Source: an optimization exercise on an open RTL-to-GDS flow (aim: small area and a short achievable clock period). Production flows keep margins and buffers that such runs may drop. Function was checked by simulation only, so behaviour that the tests miss may differ from the original. The flow treats the clock pin as an ideal source, which a real chip does not have.

== v6 ==
Design fixed_point_field_packer, start of the top module:
module fixed_point_field_packer #(
    parameter W_REGION = 4
) (
    input  wire                clk,
    input  wire                rst,           
    input  wire                req_valid,
    input  wire [31:0]         cmd,
    input  wire [63:0]         a,
    input  wire [63:0]         b,
    input  wire [63:0]         f_pt,
    input  wire [63:0]         f_eta,
    input  wire [63:0]         f_phi,
    input  wire [63:0]         f_hoe,
    input  wire [63:0]         f_hoeflag,
    input  wire [63:0]         f_iso,
    input  wire [63:0]         f_isoflag,
    input  wire [63:0]         f_fb,
    input  wire [63:0]         f_timing,
    input  wire [63:0]         f_shapeflag,
    input  wire [63:0]         f_brems,
    input  wire [W_REGION-1:0] f_region,
    output reg                 rsp_valid,
    output reg                 o_illegal,
    output wire [63:0]         o_word,
    output wire [W_REGION-1:0] o_region,
    output wire [64:0]         o_ival,
    output reg                 o_sign,
    output wire [63:0]         o_mag,
    output wire                o_ok,
    output wire [31:0]         o_fval,
    output wire [11:0]         d_pt,
    output wire [31:0]         d_ptfloat,
    output wire [15:0]         d_eta,
    output wire [15:0]         d_phi,
    output wire [15:0]         d_etatc,
    output wire [15:0]         d_phitc,
    output wire                d_etasign,
    output wire                d_phisign,
    output wire [6:0]          d_etamag,
    output wire [5:0]          d_phimag,
    output wire [3:0]          d_hoe,
    output wire [1:0]          d_hoeflag,
    output wire [2:0]          d_iso,
    output wire [1:0]          d_isoflag,
    output wire [5:0]          d_fb,
    output wire [4:0]          d_timing,
    output wire [1:0]          d_shapeflag,
    output wire [1:0]          d_brems,
    output wire                d_isostandalone,
    output wire                d_isoloosetrack,
    output wire                d_shapestandalone,
    output wire                d_shapeloosetrack,
    output wire [W_REGION-1:0] d_region,
    output wire [31:0]         e_hwpt,
    output wire [15:0]         e_hweta,
    output wire [15:0]         e_hwphi,
    output wire                e_isembigger,
    output wire [2:0]          e_hoecode,
    output wire [31:0]         e_hwempt
);
Size in the first run: about 5000 cells after synthesis, roughly 110 flip-flops, roughly 1400 I/O pins.
export LEC_CHECK = 0
export ABC_AREA = 1
export CAP_MARGIN = 20
export CORE_AREA = 2.3 2.72 431.02 429.76
export DIE_AREA = 0 0 433.33 433.33
export PLACE_DENSITY = 0.35
export SLEW_MARGIN = 20
export TNS_END_PERCENT = 20
create_clock -name core_clock -period 180.0 [get_ports {clk}]
standard.sh (not shown) runs the stock make flow with config.mk's settings and CLKGATE_MAP_FILE= SYNTH_SCRIPT=/design/flow/synth_recipe.tcl, a recipe that flattens the netlist after the stock synthesis.
==> flow/flow/run.sh <==
#!/bin/bash
# Own layout flow: the standard flow, except
#  - technology mapping by ABC without its blanket up-sizing (flow/abc_area.script),
#  - the smallest buffer cell on the input and output ports,
#  - timing repair aiming at a shorter period than the clock's, so that only
#    the critical paths get larger cells.
# Each tool's output goes to a log of its own in this folder.
set -euo pipefail
here=$(pwd)
margin=130
rm -rf "$here/scripts_own"
cp -r "$FLOW_HOME/scripts" "$here/scripts_own"
cp "$here/flow/abc_area.script" "$here/scripts_own/abc_area.script"
bash standard.sh SCRIPTS_DIR="$here/scripts_own" synth > "$here/synth.log" 2>&1
bash standard.sh "BUFFER_PORTS_ARGS=-buffer_cell sky130_fd_sc_hd__buf_1" \
    "SETUP_SLACK_MARGIN=$margin" "PRE_CTS_TCL=$here/flow/pre_cts.tcl" "POST_CTS_TCL=$here/flow/post_cts.tcl" finish > "$here/layout.log" 2>&1
==> flow/flow/abc_area.script <==
strash
dch
map -B 0.9
topo
stime -c
==> flow/flow/post_cts.tcl <==
set_max_fanout 10000 [current_design]
==> flow/flow/pre_cts.tcl <==
set_max_fanout 8 [current_design]
v6: done, clean on timing, DRC and antenna
Edits applied to the flow inputs when going from v6 to v7:
--- a/flow/design.v
+++ b/flow/design.v
@@ -29,30 +29,18 @@
             ssel = xb ? (c & ~r[7]) : ~c;
             if (ssel)            zn = {z[5:0], 1'b1};
             else if (xb & c)     zn = 7'h7F;
             else                 zn = ~t7;
             r = rn; z = zn;
         end
         r_out = r;
     end
 endmodule
-module fpfp_divtail (
-    input  wire [7:0] r_in,     
-    input  wire [2:0] h,
-    output wire [1:0] q,        
-    output wire       nz        
-);
-    wire t1 = r_in > 8'd32;
-    wire t2 = r_in > 8'd64;
-    wire t3 = (r_in > 8'd96) & (h[2] | h[1]);
-    assign q  = {t2, t3 | (t1 & ~t2)};
-    assign nz = (|r_in) & (|h);
-endmodule
 module fpfp_divconst (
     input  wire [2:0] h,
     output wire [7:0] inj,
     output wire [6:0] t7
 );
     genvar i;
     generate
         for (i = 0; i < 8; i = i + 1) begin : g_inj
             assign inj[i] = (h == 3'd7 - i);
@@ -961,19 +949,19 @@
     output wire                d_shapeloosetrack,
     output wire [W_REGION-1:0] d_region,
     output wire [31:0]         e_hwpt,
     output wire [15:0]         e_hweta,
     output wire [15:0]         e_hwphi,
     output wire                e_isembigger,
     output wire [2:0]          e_hoecode,
     output wire [31:0]         e_hwempt
 );
-    localparam KDIV = 8;    
+    localparam KDIV = 9;    
     localparam OP_EXTU  = 5'h00, OP_EXTSM = 5'h01, OP_EXTTC = 5'h02,
                OP_PACKU = 5'h03, OP_SMENC = 5'h04, OP_SMDEC = 5'h05,
                OP_ENCPF = 5'h08, OP_ENCV1 = 5'h09, OP_ENCV2 = 5'h0A,
                OP_ENCV3 = 5'h0B, OP_DECPF = 5'h0C, OP_DECV1 = 5'h0D,
                OP_DECV2 = 5'h0E, OP_DECV3 = 5'h0F, OP_CHKPF = 5'h10,
                OP_CHKV1 = 5'h11, OP_CHKV2 = 5'h12, OP_CHKV3 = 5'h13,
                OP_ZERO  = 5'h14, OP_FRAC  = 5'h18, OP_SPLIT = 5'h19,
                OP_EMUEM = 5'h1A, OP_EMUHD = 5'h1B;
     wire [4:0] op  = cmd[4:0];
@@ -1184,24 +1172,22 @@
     wire [23:0] fm_q  = f_emu ? {pt_nz, A[63:53], 12'd0} : {|A[30:23], A[22:0]};
     wire [7:0]  fe_q  = f_emu ? pt_exp : A[30:23];
     wire        fs_q  = ~f_emu & A[31];
     wire [7:0]  inj_q;
     wire [6:0]  t7_q;
     fpfp_divconst u_dc_q (.h(r_h), .inj(inj_q), .t7(t7_q));
     wire [7:0]  r_f;
     wire [25:0] zq;
     wire [25:0] x_q = {fm_q, 2'b00};
-    fpfp_divrows #(.HI(KDIV-1), .LO(2)) u_rows_q (
-        .r_in(r_rem), .x(x_q[KDIV-1:2]), .inj(inj_q), .t7(t7_q),
-        .r_out(r_f), .q(zq[KDIV-1:2])
+    fpfp_divrows #(.HI(KDIV-1), .LO(0)) u_rows_q (
+        .r_in(r_rem), .x(x_q[KDIV-1:0]), .inj(inj_q), .t7(t7_q),
+        .r_out(r_f), .q(zq[KDIV-1:0])
     );
-    wire        f_nz;
-    fpfp_divtail u_tail (.r_in(r_f), .h(r_h), .q(zq[1:0]), .nz(f_nz));
     assign zq[25:KDIV] = r_q;
     wire [31:0] fr_y;
     fpfp_frac_fin u_fin (
         .s(fs_q), .e(fe_q), .M(fm_q), .h(r_h), .sub(r_sub),
-        .Z(zq), .nz(f_nz), .y(fr_y)
+        .Z(zq), .nz(|r_f), .y(fr_y)
     );
     assign o_fval   = fr_y;
     assign e_hwempt = fr_y;
 endmodule
Notes after the runs:
Changes observed in v7 relative to v6: share of the yosys chip area belonging to registers went down; post-detailed-routing wire length went down. v7 drops more vias than v6. v7 ended up with r_h[0] as its critical path startpoint; v6 ended up with cmd[1]. Delta (v7 minus v6): complex-gate fraction of the synthesized area down 0.63 points; highest cell delay on the worst timing path up 0.11 ns. Against v6, non-clock buffer count in v7 rose by a few percent. Diff v6 -> v7: final design utilization up 0.49 points; final area up about 2.7%. Share of the cycle needed by the critical path after routing delta (v6 -> v7): insignificant.

========
## run a
Another version of the RTL of fixed_point_field_packer (not shown whole).
For scale: about 110 flip-flops, about 1400 I/O pins.
Design fixed_point_field_packer, start of the top module:
module fixed_point_field_packer #(
    parameter W_REGION = 4
) (
    input  wire                clk,
    input  wire                rst,           
    input  wire                req_valid,
    input  wire [31:0]         cmd,
    input  wire [63:0]         a,
    input  wire [63:0]         b,
    input  wire [63:0]         f_pt,
    input  wire [63:0]         f_eta,
    input  wire [63:0]         f_phi,
    input  wire [63:0]         f_hoe,
    input  wire [63:0]         f_hoeflag,
    input  wire [63:0]         f_iso,
    input  wire [63:0]         f_isoflag,
    input  wire [63:0]         f_fb,
    input  wire [63:0]         f_timing,
    input  wire [63:0]         f_shapeflag,
    input  wire [63:0]         f_brems,
    input  wire [W_REGION-1:0] f_region,
    output reg                 rsp_valid,
    output reg                 o_illegal,
    output wire [63:0]         o_word,
    output wire [W_REGION-1:0] o_region,
    output wire [64:0]         o_ival,
    output reg                 o_sign,
    output wire [63:0]         o_mag,
    output wire                o_ok,
    output wire [31:0]         o_fval,
    output wire [11:0]         d_pt,
    output wire [31:0]         d_ptfloat,
    output wire [15:0]         d_eta,
    output wire [15:0]         d_phi,
    output wire [15:0]         d_etatc,
    output wire [15:0]         d_phitc,
    output wire                d_etasign,
    output wire                d_phisign,
    output wire [6:0]          d_etamag,
    output wire [5:0]          d_phimag,
    output wire [3:0]          d_hoe,
    output wire [1:0]          d_hoeflag,
    output wire [2:0]          d_iso,
    output wire [1:0]          d_isoflag,
    output wire [5:0]          d_fb,
    output wire [4:0]          d_timing,
    output wire [1:0]          d_shapeflag,
    output wire [1:0]          d_brems,
    output wire                d_isostandalone,
    output wire                d_isoloosetrack,
    output wire                d_shapestandalone,
    output wire                d_shapeloosetrack,
    output wire [W_REGION-1:0] d_region,
    output wire [31:0]         e_hwpt,
    output wire [15:0]         e_hweta,
    output wire [15:0]         e_hwphi,
    output wire                e_isembigger,
    output wire [2:0]          e_hoecode,
    output wire [31:0]         e_hwempt
);
Settings: LEC_CHECK=0, ABC_AREA=1, CAP_MARGIN=20, CORE_AREA=2.3 2.72 431.02 429.76, DIE_AREA=0 0 433.33 433.33, PLACE_DENSITY=0.35, SLEW_MARGIN=20, TNS_END_PERCENT=20; clock period 180.0 ns.
Scripts as last shown in full above: flow/flow/run.sh, flow/flow/abc_area.script, flow/flow/post_cts.tcl, flow/flow/pre_cts.tcl
The following lists how run b was set up differently from run a:
--- a/flow/design.v
+++ b/flow/design.v
@@ -948,21 +948,21 @@
     output wire                d_shapestandalone,
     output wire                d_shapeloosetrack,
     output wire [W_REGION-1:0] d_region,
     output wire [31:0]         e_hwpt,
     output wire [15:0]         e_hweta,
     output wire [15:0]         e_hwphi,
     output wire                e_isembigger,
     output wire [2:0]          e_hoecode,
     output wire [31:0]         e_hwempt
 );
-    localparam KDIV = 7;    
+    localparam KDIV = 8;    
     localparam OP_EXTU  = 5'h00, OP_EXTSM = 5'h01, OP_EXTTC = 5'h02,
                OP_PACKU = 5'h03, OP_SMENC = 5'h04, OP_SMDEC = 5'h05,
                OP_ENCPF = 5'h08, OP_ENCV1 = 5'h09, OP_ENCV2 = 5'h0A,
                OP_ENCV3 = 5'h0B, OP_DECPF = 5'h0C, OP_DECV1 = 5'h0D,
                OP_DECV2 = 5'h0E, OP_DECV3 = 5'h0F, OP_CHKPF = 5'h10,
                OP_CHKV1 = 5'h11, OP_CHKV2 = 5'h12, OP_CHKV3 = 5'h13,
                OP_ZERO  = 5'h14, OP_FRAC  = 5'h18, OP_SPLIT = 5'h19,
                OP_EMUEM = 5'h1A, OP_EMUHD = 5'h1B;
     wire [4:0] op  = cmd[4:0];
     wire [5:0] off = cmd[10:5];
--- outcome ---
The non-clock buffer count of run b is lower than that of run a. Synthesized-area fraction occupied by adder cells delta (run b -> run a): insignificant. Comparing the two runs side by side, run b comes out ahead of run a on worst setup slack. Count of mapped cells out of synthesis in run b vs run a: down 16. [run b] depth of the critical timing path with buffers and inverters included fell about 18% relative to run a. The part of the cycle the worst path needs of run b and that of run a are within noise of each other. Going from run a to run b, worst hold slack grows by 0.0085 ns. A critical path endpoint of r_rem[4]$_DFF_P_ is what run a shows, while o_fval[31] belongs to run b. From run a to run b the numbers moved as follows: number of cells after detailed placement closely matched the old numbers; final instance count without filler cells closely matched the old numbers; combined flip-flop and latch cell area decreased by 0.82% relative to the old numbers; first-pass GRT wire length decreased by about 6% relative to the old numbers; vias after detailed routing decreased by 2.3% relative to the old numbers. Any difference in sequential share of layout area between run b and run a is small enough to ignore.

re-timing with driven ports:
How much do the figures lean on ideal ports? The routed layouts below were timed once more, with nothing changed but the port constraints.
Step 1 assumes that a clkbuf_16 drives the clock port and a buf_2 every other input.
Step 2 adds t to the input delays and takes it off the output delays; t is the mean of the earliest and latest rising clock arrival at the registers after step 1. Input paths then give back, and output paths get back, about the clock's delay inside the block.
a / b / c = ideal / step 1 / step 2; a / b = the first two.
| run | t, ns | setup slack, ns | worst hold slack (ns) | worst slew at a driven data input, ns |
|---|---|---|---|---|
| v6 | 0.528 | 131.253 / 131.216 / 130.687 | 35.640 / 35.666 / 36.195 | 0.19 |
| v7 | 0.511 | 131.113 / 131.042 / 130.937 | 35.652 / 35.608 / 36.119 | 0.19 |
| run a | 0.544 | 130.982 / 130.987 / 130.443 | 35.616 / 35.583 / 36.128 | 0.20 |
| run b | 0.542 | 131.167 / 131.094 / 130.850 | 35.624 / 35.583 / 36.125 | 0.19 |
After both steps every run listed still meets setup and hold. The setup slack of v6, which loses most, moves by -0.037 ns with the drivers and by -0.566 ns with both steps.
